This design comes from an exercise in tuning for small area, a short achievable clock period and few clock cycles on the open sky130 flow, not from production work.
At most, simulation tests tie the RTL to the original design; equivalence was not proved.
No activity file was given, so power comes from the tool's default toggle rates.

==> amber <==
==> flow/design.v <==
module intlit_parse (
    input  wire        clk,
    input  wire        rst,
    input  wire        cmd_valid,
    output wire        cmd_ready,
    input  wire [31:0] cmd,
    input  wire [31:0] soft_code,
    input  wire [31:0] hard_code,
    input  wire        tok_empty,
    input  wire        ch_valid,
    output wire        ch_ready,
    input  wire [7:0]  ch_data,
    input  wire        ch_last,
    output wire        rsp_valid,
    input  wire        rsp_ready,
    output wire [3:0]  rsp_status,
    output wire [31:0] rsp_code,
    output wire [31:0] rsp_word0,
    output wire [31:0] rsp_word1
);
    localparam [3:0] P_START  = 4'd0;   
    localparam [3:0] P_NEG    = 4'd1;   
    localparam [3:0] P_BANG   = 4'd2;   
    localparam [3:0] P_BANG0  = 4'd3;   
    localparam [3:0] P_ZERO   = 4'd4;   
    localparam [3:0] P_HEXPFX = 4'd5;   
    localparam [3:0] P_HEX    = 4'd6;   
    localparam [3:0] P_DEC    = 4'd7;   
    localparam [3:0] P_ERR    = 4'd8;   
    reg        s_tok;
    reg        s_rsp;
    reg        ref_cmd;     
    reg        ref_type;    
    reg        sgn;         
    reg  [5:0] wm1;         
    reg [31:0] soft_q;
    reg [31:0] hard_q;
    reg  [3:0] pstate;
    reg        neg_q;
    reg [63:0] acc;         
    reg        ovf;         
    wire cmd_fire = cmd_valid && cmd_ready;
    wire ch_fire  = ch_valid && s_tok;
    assign cmd_ready = !s_tok && (!s_rsp || rsp_ready);
    assign ch_ready  = s_tok;
    assign rsp_valid = s_rsp;
    always @(posedge clk) begin
        if (rst) begin
            s_tok <= 1'b0;
            s_rsp <= 1'b0;
        end else if (cmd_fire) begin
            s_tok <= !tok_empty;
            s_rsp <= tok_empty;
        end else if (ch_fire && ch_last) begin
            s_tok <= 1'b0;
            s_rsp <= 1'b1;
        end else if (s_rsp && rsp_ready) begin
            s_rsp <= 1'b0;
        end
    end
    always @(posedge clk) begin
        if (cmd_fire) begin
            ref_cmd  <= (cmd[3:0] != 4'h1) || cmd[4] || (cmd[7:6] != 2'b00) ||
                        (cmd[31:16] != 16'h0000);
            ref_type <= (cmd[15:8] == 8'd0) || (cmd[15:8] > 8'd64);
            sgn      <= cmd[5];
            wm1      <= cmd[13:8] - 6'd1;
            soft_q   <= soft_code;
            hard_q   <= hard_code;
        end
    end
    wire       is_dec   = (ch_data >= "0") && (ch_data <= "9");
    wire       is_alpha = ((ch_data >= "a") && (ch_data <= "f")) ||
                          ((ch_data >= "A") && (ch_data <= "F"));
    wire       is_hex   = is_dec || is_alpha;
    wire [3:0] hex_val  = is_alpha ? (ch_data[3:0] + 4'd9) : ch_data[3:0];
    wire hexmode = (pstate == P_HEXPFX) || (pstate == P_HEX);
    wire acc_en  = ch_fire && (hexmode ? is_hex : is_dec);
    wire [2:0]  lo  = {1'b0, acc[1:0]} + {1'b0, ch_data[3:1]};
    wire        c2  = lo[2];
    wire [60:0] gg, pp, p0;
    ilp_mul5_pg u_pg (.a(acc), .g(gg), .p(pp), .p0(p0));
    wire [61:0] cy  = {gg | (pp & {61{c2}}), c2};      
    wire [63:0] dec_next = {p0 ^ cy[60:0], lo[1:0], ch_data[0]};
    wire        dec_ovf  = (acc[63:61] != 3'd0) || cy[61];
    wire [63:0] hex_next = {acc[59:0], hex_val};
    wire        hex_ovf  = acc[63:60] != 4'd0;
    wire [63:0] acc_next = hexmode ? hex_next : dec_next;
    wire        ovf_next = ovf || (hexmode ? hex_ovf : dec_ovf);
    wire [63:0] ge_wm1;
    ilp_therm u_therm (.t(wm1), .ge(ge_wm1));
    wire [63:0] ge_w = {ge_wm1[62:0], 1'b0};
    wire [3:0] hi_w_d, hi_wm1_d, lo_wm1_d;
    ilp_anyset u_hi_w   (.a(acc_next), .m(ge_w),    .y(hi_w_d));      
    ilp_anyset u_hi_wm1 (.a(acc_next), .m(ge_wm1),  .y(hi_wm1_d));    
    ilp_anyset u_lo_wm1 (.a(acc_next), .m(~ge_wm1), .y(lo_wm1_d));    
    reg [3:0] hi_w_q, hi_wm1_q, lo_wm1_q;
    always @(posedge clk) begin
        if (cmd_fire) begin
            acc    <= 64'd0;
            ovf    <= 1'b0;
            hi_w_q   <= 4'd0;
            hi_wm1_q <= 4'd0;
            lo_wm1_q <= 4'd0;
        end else if (acc_en) begin
            acc    <= acc_next;
            ovf    <= ovf_next;
            hi_w_q   <= hi_w_d;
            hi_wm1_q <= hi_wm1_d;
            lo_wm1_q <= lo_wm1_d;
        end
    end
    always @(posedge clk) begin
        if (cmd_fire) begin
            pstate <= P_START;
            neg_q  <= 1'b0;
        end else if (ch_fire) begin
            case (pstate)
                P_START: begin
                    if (ch_data == "-")      pstate <= P_NEG;
                    else if (ch_data == "!") pstate <= P_BANG;
                    else if (ch_data == "0") pstate <= P_ZERO;
                    else if (is_dec)         pstate <= P_DEC;
                    else                     pstate <= P_ERR;
                    neg_q <= (ch_data == "-");
                end
                P_NEG: begin
                    if (ch_data == "0")      pstate <= P_ZERO;
                    else if (is_dec)         pstate <= P_DEC;
                    else                     pstate <= P_ERR;
                end
                P_BANG:  pstate <= (ch_data == "0") ? P_BANG0  : P_ERR;
                P_BANG0: pstate <= (ch_data == "x") ? P_HEXPFX : P_ERR;
                P_ZERO: begin
                    if (ch_data == "x")      pstate <= P_HEXPFX;
                    else if (is_dec)         pstate <= P_DEC;
                    else                     pstate <= P_ERR;
                end
                P_HEXPFX: pstate <= is_hex ? P_HEX : P_ERR;
                P_HEX:    pstate <= is_hex ? P_HEX : P_ERR;
                P_DEC:    pstate <= is_dec ? P_DEC : P_ERR;
                default:  pstate <= P_ERR;
            endcase
        end
    end
    wire        w_gt32 = wm1[5];
    wire [63:0] lz;
    ilp_prefix_or u_lz (.a(acc), .y(lz));
    wire        hi_w   = |hi_w_q;
    wire        hi_wm1 = |hi_wm1_q;
    wire        lo_wm1 = |lo_wm1_q;
    wire        nz     = hi_wm1 || lo_wm1;
    wire refused  = ref_cmd || ref_type;
    wire form_dec = (pstate == P_ZERO) || (pstate == P_DEC);
    wire form_hex = (pstate == P_HEX);
    wire nomatch  = !refused && !(form_dec || form_hex);
    wire parsed   = !refused && (form_dec || form_hex);
    wire m_w      = !neg_q && (form_hex || !sgn);    
    wire m_wm1    = !neg_q && !form_hex && sgn;      
    wire m_half   = neg_q && sgn;                    
    wire m_zero   = neg_q && !sgn;                   
    wire m_ext    = !neg_q && form_hex && sgn;       
    wire bad   = ovf || (m_w && hi_w) || (m_wm1 && hi_wm1) ||
                 (m_half && (hi_w || (hi_wm1 && lo_wm1))) || (m_zero && nz);
    wire ok    = parsed && !bad;
    wire oor   = parsed && bad;           
    wire ext   = m_ext && hi_wm1;
    wire [63:0] pattern = neg_q ? (acc ^ {lz[62:0], 1'b0}) : (acc | ({64{ext}} & ge_w));
    assign rsp_status = ref_cmd  ? 4'h8 :
                        ref_type ? 4'h9 :
                        nomatch  ? 4'h1 :
                        oor      ? 4'h2 : 4'h0;
    assign rsp_code   = ({32{nomatch}} & soft_q) | ({32{oor}} & hard_q);
    assign rsp_word0  = {32{ok}} & pattern[31:0];
    assign rsp_word1  = {32{ok && w_gt32}} & pattern[63:32];
endmodule
module ilp_mul5_pg (
    input  wire [63:0] a,
    output reg  [60:0] g,
    output reg  [60:0] p,
    output reg  [60:0] p0
);
    integer j, l, k;
    always @(*) begin
        for (j = 0; j < 61; j = j + 1) begin
            g[j]  = a[j] & a[j + 2];
            p[j]  = a[j] ^ a[j + 2];
            p0[j] = p[j];
        end
        for (l = 0; l < 6; l = l + 1)
            for (j = 0; j < 61; j = j + 1)
                if ((j >> l) & 1) begin
                    k = ((j >> l) << l) - 1;
                    g[j] = g[j] | (p[j] & g[k]);
                    p[j] = p[j] & p[k];
                end
    end
endmodule
module ilp_therm (
    input  wire [5:0]  t,
    output reg  [63:0] ge
);
    integer i;
    always @(*) for (i = 0; i < 64; i = i + 1) ge[i] = (i >= t);
endmodule
module ilp_anyset (
    input  wire [63:0] a,
    input  wire [63:0] m,
    output wire [3:0]  y
);
    wire [63:0] am = a & m;
    assign y = {|am[63:48], |am[47:32], |am[31:16], |am[15:0]};
endmodule
module ilp_prefix_or (
    input  wire [63:0] a,
    output reg  [63:0] y
);
    integer m, n, q;
    always @(*) begin
        y = a;
        for (n = 0; n < 6; n = n + 1)
            for (m = 0; m < 64; m = m + 1)
                if ((m >> n) & 1) begin
                    q = ((m >> n) << n) - 1;
                    y[m] = y[m] | y[q];
                end
    end
endmodule
==> flow/flow/run.sh <==
#!/bin/bash
# Standard ORFS layout, but with the port buffers built from the smallest
# plain buffer (buf_1) instead of the delay buffer buffer_ports picks by
# default; the resizer upsizes them where timing or fanout needs it.
set -euo pipefail
bash standard.sh synth > synth.log 2>&1
bash standard.sh "BUFFER_PORTS_ARGS=-buffer_cell sky130_fd_sc_hd__buf_1" finish > layout.log 2>&1
==> flow/standard.sh <==
#!/bin/bash
# synth_recipe.tcl (not shown) runs the flow's synth.tcl, then flattens the netlist and writes it again
# the make line also repeats each setting of config.mk as NAME=value (left out here)
make -C /OpenROAD-flow-scripts/flow DESIGN_CONFIG=/design/flow/config.mk WORK_HOME=/design/flow/orfs CLKGATE_MAP_FILE= SYNTH_SCRIPT=/design/flow/synth_recipe.tcl "${@:-finish}"
==> flow/config.mk <==
export PLATFORM = sky130hd
export DESIGN_NAME = intlit_parse
export DESIGN_NICKNAME = intlit_parse
export VERILOG_FILES = /design/flow/design.v
export SDC_FILE = /design/flow/constraint.sdc
export NUM_CORES = 4
export LEC_CHECK = 0
export CAP_MARGIN = 20
export CORE_MARGIN = 2
export CORE_UTILIZATION = 55
export PLACE_DENSITY = 0.75
export SETUP_SLACK_MARGIN = 2.5
export SLEW_MARGIN = 20
export SYNTH_HIERARCHICAL = 1
==> flow/constraint.sdc <==
create_clock -name core_clock -period 7.0 [get_ports {clk}]
set_input_delay 1.4000 -clock core_clock [delete_from_list [all_inputs] [get_ports {clk}]]
set_output_delay 1.4000 -clock core_clock [all_outputs]
set_load 0.01 [all_outputs]
==> raven: changes against amber <==
--- a/flow/design.v
+++ b/flow/design.v
@@ -33,5 +33,6 @@
     reg        ref_type;    
     reg        sgn;         
-    reg  [5:0] wm1;         
+    reg  [7:0] age;         
+    reg  [7:0] bge;         
     reg [31:0] soft_q;
     reg [31:0] hard_q;
@@ -59,4 +60,6 @@
         end
     end
+    wire [5:0] wm1_in = cmd[13:8] - 6'd1;     
+    integer gk;
     always @(posedge clk) begin
         if (cmd_fire) begin
@@ -65,5 +68,8 @@
             ref_type <= (cmd[15:8] == 8'd0) || (cmd[15:8] > 8'd64);
             sgn      <= cmd[5];
-            wm1      <= cmd[13:8] - 6'd1;
+            for (gk = 0; gk < 8; gk = gk + 1) begin
+                age[gk] <= (gk >= wm1_in[5:3]);
+                bge[gk] <= (gk >= wm1_in[2:0]);
+            end
             soft_q   <= soft_code;
             hard_q   <= hard_code;
@@ -86,27 +92,11 @@
     wire [63:0] hex_next = {acc[59:0], hex_val};
     wire        hex_ovf  = acc[63:60] != 4'd0;
-    wire [63:0] acc_next = hexmode ? hex_next : dec_next;
-    wire        ovf_next = ovf || (hexmode ? hex_ovf : dec_ovf);
-    wire [63:0] ge_wm1;
-    ilp_therm u_therm (.t(wm1), .ge(ge_wm1));
-    wire [63:0] ge_w = {ge_wm1[62:0], 1'b0};
-    wire [3:0] hi_w_d, hi_wm1_d, lo_wm1_d;
-    ilp_anyset u_hi_w   (.a(acc_next), .m(ge_w),    .y(hi_w_d));      
-    ilp_anyset u_hi_wm1 (.a(acc_next), .m(ge_wm1),  .y(hi_wm1_d));    
-    ilp_anyset u_lo_wm1 (.a(acc_next), .m(~ge_wm1), .y(lo_wm1_d));    
-    reg [3:0] hi_w_q, hi_wm1_q, lo_wm1_q;
     always @(posedge clk) begin
         if (cmd_fire) begin
-            acc    <= 64'd0;
-            ovf    <= 1'b0;
-            hi_w_q   <= 4'd0;
-            hi_wm1_q <= 4'd0;
-            lo_wm1_q <= 4'd0;
+            acc <= 64'd0;
+            ovf <= 1'b0;
         end else if (acc_en) begin
-            acc    <= acc_next;
-            ovf    <= ovf_next;
-            hi_w_q   <= hi_w_d;
-            hi_wm1_q <= hi_wm1_d;
-            lo_wm1_q <= lo_wm1_d;
+            acc <= hexmode ? hex_next : dec_next;
+            ovf <= ovf || (hexmode ? hex_ovf : dec_ovf);
         end
     end
@@ -144,12 +134,16 @@
         end
     end
-    wire        w_gt32 = wm1[5];
+    wire [63:0] ge_wm1;
+    ilp_therm u_therm (.age(age), .bge(bge), .ge(ge_wm1));
+    wire [63:0] ge_w = {ge_wm1[62:0], 1'b0};
+    wire        w_gt32 = !age[3];
+    wire hi_w, hi_wm1, lo_wm1;
+    ilp_anyset u_hi_w   (.a(acc), .m(ge_w),    .y(hi_w));      
+    ilp_anyset u_hi_wm1 (.a(acc), .m(ge_wm1),  .y(hi_wm1));    
+    ilp_anyset u_lo_wm1 (.a(acc), .m(~ge_wm1), .y(lo_wm1));    
     wire [63:0] lz;
     ilp_prefix_or u_lz (.a(acc), .y(lz));
-    wire        hi_w   = |hi_w_q;
-    wire        hi_wm1 = |hi_wm1_q;
-    wire        lo_wm1 = |lo_wm1_q;
-    wire        nz     = hi_wm1 || lo_wm1;
-    wire refused  = ref_cmd || ref_type;
+    wire        nz = lz[63];
+    wire refused      = ref_cmd || ref_type;
     wire form_dec = (pstate == P_ZERO) || (pstate == P_DEC);
     wire form_hex = (pstate == P_HEX);
@@ -164,5 +158,5 @@
                  (m_half && (hi_w || (hi_wm1 && lo_wm1))) || (m_zero && nz);
     wire ok    = parsed && !bad;
-    wire oor   = parsed && bad;           
+    wire oor = parsed && bad;
     wire ext   = m_ext && hi_wm1;
     wire [63:0] pattern = neg_q ? (acc ^ {lz[62:0], 1'b0}) : (acc | ({64{ext}} & ge_w));
@@ -170,5 +164,5 @@
                         ref_type ? 4'h9 :
                         nomatch  ? 4'h1 :
-                        oor      ? 4'h2 : 4'h0;
+                        oor    ? 4'h2 : 4'h0;
     assign rsp_code   = ({32{nomatch}} & soft_q) | ({32{oor}} & hard_q);
     assign rsp_word0  = {32{ok}} & pattern[31:0];
@@ -198,17 +192,19 @@
 endmodule
 module ilp_therm (
-    input  wire [5:0]  t,
+    input  wire [7:0]  age,
+    input  wire [7:0]  bge,
     output reg  [63:0] ge
 );
     integer i;
-    always @(*) for (i = 0; i < 64; i = i + 1) ge[i] = (i >= t);
+    always @(*)
+        for (i = 0; i < 64; i = i + 1)
+            ge[i] = ((i >> 3) > 0 && age[(i >> 3) - 1]) || (age[i >> 3] && bge[i & 7]);
 endmodule
 module ilp_anyset (
     input  wire [63:0] a,
     input  wire [63:0] m,
-    output wire [3:0]  y
-);
-    wire [63:0] am = a & m;
-    assign y = {|am[63:48], |am[47:32], |am[31:16], |am[15:0]};
+    output wire        y
+);
+    assign y = |(a & m);
 endmodule
 module ilp_prefix_or (
==> flow/run.sh (new file) <==
#!/bin/bash
# synth_recipe.tcl (not shown) runs the flow's synth.tcl, then flattens the netlist and writes it again
# the make line also repeats each setting of config.mk as NAME=value (left out here)
make -C /OpenROAD-flow-scripts/flow DESIGN_CONFIG=/design/flow/config.mk WORK_HOME=/design/flow/orfs CLKGATE_MAP_FILE= SYNTH_SCRIPT=/design/flow/synth_recipe.tcl finish
Settings changed: CORE_UTILIZATION 55 to 40, PLACE_DENSITY 0.75 to default, SETUP_SLACK_MARGIN 2.5 to default.
removed: flow/flow/run.sh
removed: flow/standard.sh
==> maple: changes against amber <==
Settings changed: GPL_TIMING_DRIVEN from default to 0, PLACE_DENSITY 0.75 to default.
==> comparison <==
The highest wire length belongs to raven, the lowest to amber. First-iteration DRC count: maple < raven < amber. Synthesized cell count is the same in maple and amber. raven passed the timing, design-rule and antenna checks. amber finished with timing, DRC and antenna clean. maple ran to the end with no violations. Between amber and raven, the lower critical path depth is in amber (gap 4). Hold slack: maple < amber < raven. Utilization: maple > amber > raven. The highest final area belongs to raven, the lowest to amber.
==> figures <==
| quantity | maple | amber | raven |
|---|---|---|---|
| Non-clock buffers, area share | 8.805% | 7.001% | 13.43% |
| Run status | finished clean | finished clean | finished clean |
| RSZ-0062 raised after global routing | true | true | false |
| Min-delay src | hi_w_q[2]$_SDFFE_PP0P_ | hi_w_q[0]$_SDFFE_PP0P_ | ovf$_SDFFE_PP0P_ |
| Detail Route met2 WL | 22700 um | 21540 um | 24180 um |
| Utilization after layout | 64.91% | 63.27% | 49.04% |
| Fmax | 223.4 MHz | 226.4 MHz | 155.3 MHz |
| HPWL Detailed | 37210 um | 31810 um | 38970 um |
| GRT Util Overall | 35.05% | 33.20% | 28.70% |
| Std-Cell Core Area | 0.02511 sq mm | 0.02511 sq mm | 0.03471 sq mm |
| Fraction of layout instances using a drive strength above 1 | 12.48% | 10.04% | 7.016% |
| Leak Pwr | 0.006605 uW | 0.006415 uW | 0.006850 uW |
| Number of violations reported at the end of detailed-routing iteration 0 | 1587 | 1667 | 1636 |
| Clock sinks | 157 | 157 | 153 |
| Starting density of the core | 55.88% | 55.88% | 40.77% |
Testbench counts of amber, summed over its fixed seeds: cycles 23,027.
Testbench counts of maple, summed over its fixed seeds: cycles 23,027.
For raven, only the layout was checked, not whether the RTL still works.

-- re-timing with driven ports --
In the flow no input, the clock included, has a driving cell. The finished layouts below were timed again as built, in two steps.
Step 1, drivers: a clkbuf_16 drives clk and a buf_2 each remaining input, both assumed.
Step 2 also shifts input and output timing later by t, the mid clock arrival at the registers, as if the neighbouring blocks saw the same clock.
Slacks: ideal ports / drivers / drivers and shift; pairs: ideal ports / drivers.
run | shift t [ns] | setup slack, ns | hold slack, ns | latest minus earliest clock arrival (ns)
amber | 0.482 | 2.582 / 2.536 / 2.348 | 0.457 / 0.457 / 0.457 | 0.017 / 0.016
raven | 0.499 | 0.560 / 0.507 / 1.006 | 0.495 / 0.495 / 0.495 | 0.016 / 0.016
maple | 0.478 | 2.524 / 2.477 / 2.131 | 0.452 / 0.452 / 0.452 | 0.018 / 0.017
After both steps every run listed still meets setup and hold. For maple, which loses most, drivers alone change the setup slack by -0.047 ns; drivers and shift together by -0.393 ns.
